Background: an optimization exercise with open tools, aiming at small area, a short achievable clock period and few clock cycles per item. Do not read the settings as production practice. Where RTL was checked, it was by simulation tests only, not by an equivalence proof against the original. Power is estimated from default activity; no workload was simulated.

// m64p_unit
module m64p_unit (
    input  wire        clk,
    input  wire        rst,
    input  wire        in_valid,
    output wire        in_ready,
    input  wire [2:0]  in_kind,
    input  wire [3:0]  in_reg,
    input  wire [63:0] in_data,
    output wire        out_valid,
    output wire [63:0] out_data
);
==> flow/config.mk <==
export PLATFORM = sky130hd
export DESIGN_NAME = m64p_unit
export DESIGN_NICKNAME = m64p_unit
export VERILOG_FILES = /design/flow/design.v
export SDC_FILE = /design/flow/constraint.sdc
export NUM_CORES = 8
export LEC_CHECK = 0
export CAP_MARGIN = 30
export CORE_MARGIN = 2
export CORE_UTILIZATION = 30
export GPL_ROUTABILITY_DRIVEN = 1
export PLACE_DENSITY = 0.45
export SLEW_MARGIN = 50
==> flow/constraint.sdc <==
create_clock -name core_clock -period 18.0 [get_ports {clk}]
set_input_delay 3.6000 -clock core_clock [delete_from_list [all_inputs] [get_ports {clk}]]
set_output_delay 3.6000 -clock core_clock [all_outputs]
set_load 0.01 [all_outputs]
standard.sh (not shown) runs the stock make flow with config.mk's settings and CLKGATE_MAP_FILE= SYNTH_SCRIPT=/design/flow/synth_recipe.tcl, a recipe that flattens the netlist after the stock synthesis.
==> flow/flow/run.sh <==
#!/bin/bash
set -euo pipefail
cd "$(dirname "$0")/.."
# synthesis .. CTS: the CTS-stage repair aims at about 5.5 ns
bash standard.sh SETUP_SLACK_MARGIN=12.5 cts > flow_to_cts.log 2>&1
# global route .. finish: repair again after global routing
bash standard.sh SETUP_SLACK_MARGIN=12.5 TNS_END_PERCENT=30 finish > flow_to_finish.log 2>&1
==> next run, changes <==
--- a/flow/design.v
+++ b/flow/design.v
@@ -158,25 +158,25 @@
     wire x_mop = x_v && xk_cmd && !x_ill && (x_mul32 || x_imul32 || x_mul || x_imul);
     wire x_dop = x_v && xk_cmd && !x_ill && (x_div || x_pick);
     function bsy;
         input [3:0] r;
         begin
             bsy = (pend[r] && !(x_we && (x_wa == r)) && !(m_wr && (m_wa == r)) &&
                    !(d_wr && !d_fin && (d_rd == r))) ||
                   (x_mop && ((x_d == r) || (x_mul && (x_e == r)))) ||
                   (x_dop && (x_d == r));
         end
     endfunction
-    wire m_ld_ok = !((m_busy && !m_free) || (x_mop && !(x_mul32 || x_imul32)));
     wire haz_cmd = c_ok && ((use_ra && bsy(ra)) || (use_rb && bsy(rb)) ||
-                            (o_mulc && !m_ld_ok) ||
+                            (o_mulc && ((m_busy && !m_free) ||
+                                        (x_mop && !(x_mul32 || x_imul32)))) ||
                             (o_divc && ((d_busy && !d_go) || x_dop)));
     wire haz_reg = k_rd && bsy(ir_reg);
     wire go      = ir_v && !haz_cmd && !haz_reg;      
     wire rds_one = c_ok && o_rds && !ir_ph;           
     assign adv   = go && !rds_one;
     always @(posedge clk) begin
         if (rst)
             ir_ph <= 1'b0;
         else if (adv)
             ir_ph <= 1'b0;
         else if (go)
@@ -481,23 +481,23 @@
         end else begin
             if ((x_we && (x_wa == m_rd)) || (d_start && (x_d == m_rd)))
                 m_lv_d <= 1'b0;
             if ((x_we && (x_wa == m_re)) || (d_start && (x_d == m_re)))
                 m_lv_e <= 1'b0;
         end
         if (d_start)
             d_lv <= 1'b1;
         else if ((x_we && (x_wa == d_rd)) ||
                  (m_start && ((x_d == d_rd) || (x_mul && (x_e == d_rd)))))
             d_lv <= 1'b0;
-        if (c_ok && o_mulc && m_ld_ok) begin
+        if (go && c_ok && o_mulc) begin
             m_x  <= xa_n[31:0];
             m_ah <= xa_n[63:32];
             m_y  <= xb_n[31:0];
             m_bo <= xb_n[63:32];
         end else if (m_start || m_run) begin
             m_y  <= m_bo;
             m_bo <= m_y;
             if (m_run && m_step == 2'd1) begin
                 m_x  <= m_ah;
                 m_ah <= m_f[31:0];
             end
@@ -511,23 +511,23 @@
             m_step <= 2'd1;
             m_cy   <= 1'b0;
             m_s    <= m_so;
             m_c    <= m_co;
         end else if (m_run) begin
             m_step <= m_step + 2'd1;
             m_s    <= m_so;
             m_c    <= m_co;
             if (m_sh)
                 m_cy <= m_f32;
         end
-        if (d_st == D_IDLE) begin
+        if (d_start) begin
             d_pick <= x_pick;
             d_rd   <= x_d;
             d_rem  <= dv_x;
             d_div  <= dv_n;
             d_d3   <= dv_n3;
             d_cnt  <= dv_k;
             d_first <= 1'b1;
             d_q    <= 32'd0;
         end else if (d_st == D_RUN) begin
             d_rem  <= d_rn;
             d_q    <= d_qn;
What happened: Sequential share of layout area came out higher by 0.14 points; count of clock-buffer cells in the layout came out lower by 14; first-iteration DRC count came out lower by 6.2%; die area came out lower by 1.3%; worst hold slack degrades by 8.2 ps; setup slack improves by 46 ps; final area came out lower by 0.43%; wire length came out lower by 3.6%; via count came out lower by 3.6%; power came out lower by 14%; global-route usage came out lower by 0.71 points.
Testbench counts after the change, summed over its fixed seeds: cycles 20,648, txns 16,168.
The RTL of the first run of this note was laid out without a check of its function.

-- re-timing with driven ports --
The results above use ideal ports. As a check the final layouts listed here were re-extracted and re-timed, cells and wires unchanged. Step 1: set_driving_cell puts a clkbuf_16 on clk and a buf_2 on each other input, an assumption about the parent block. Step 2 times the ports against the registers' clock, not the clock port: input delays grow and output delays shrink by t, the midpoint of the rising clock arrivals with the driver on. Three values: ideal ports, drivers, drivers and shift; two values: the first two.
| run | t (ns) | setup slack, ns | slew at the worst register clock pin (ns) |
|---|---|---|---|
| the first run | 1.131 | 12.057 / 12.057 / 12.057 | 0.08 / 0.08 |
| the second run | 1.187 | 12.103 / 12.103 / 12.103 | 0.09 / 0.09 |
After both steps setup and hold are still met in every run listed.
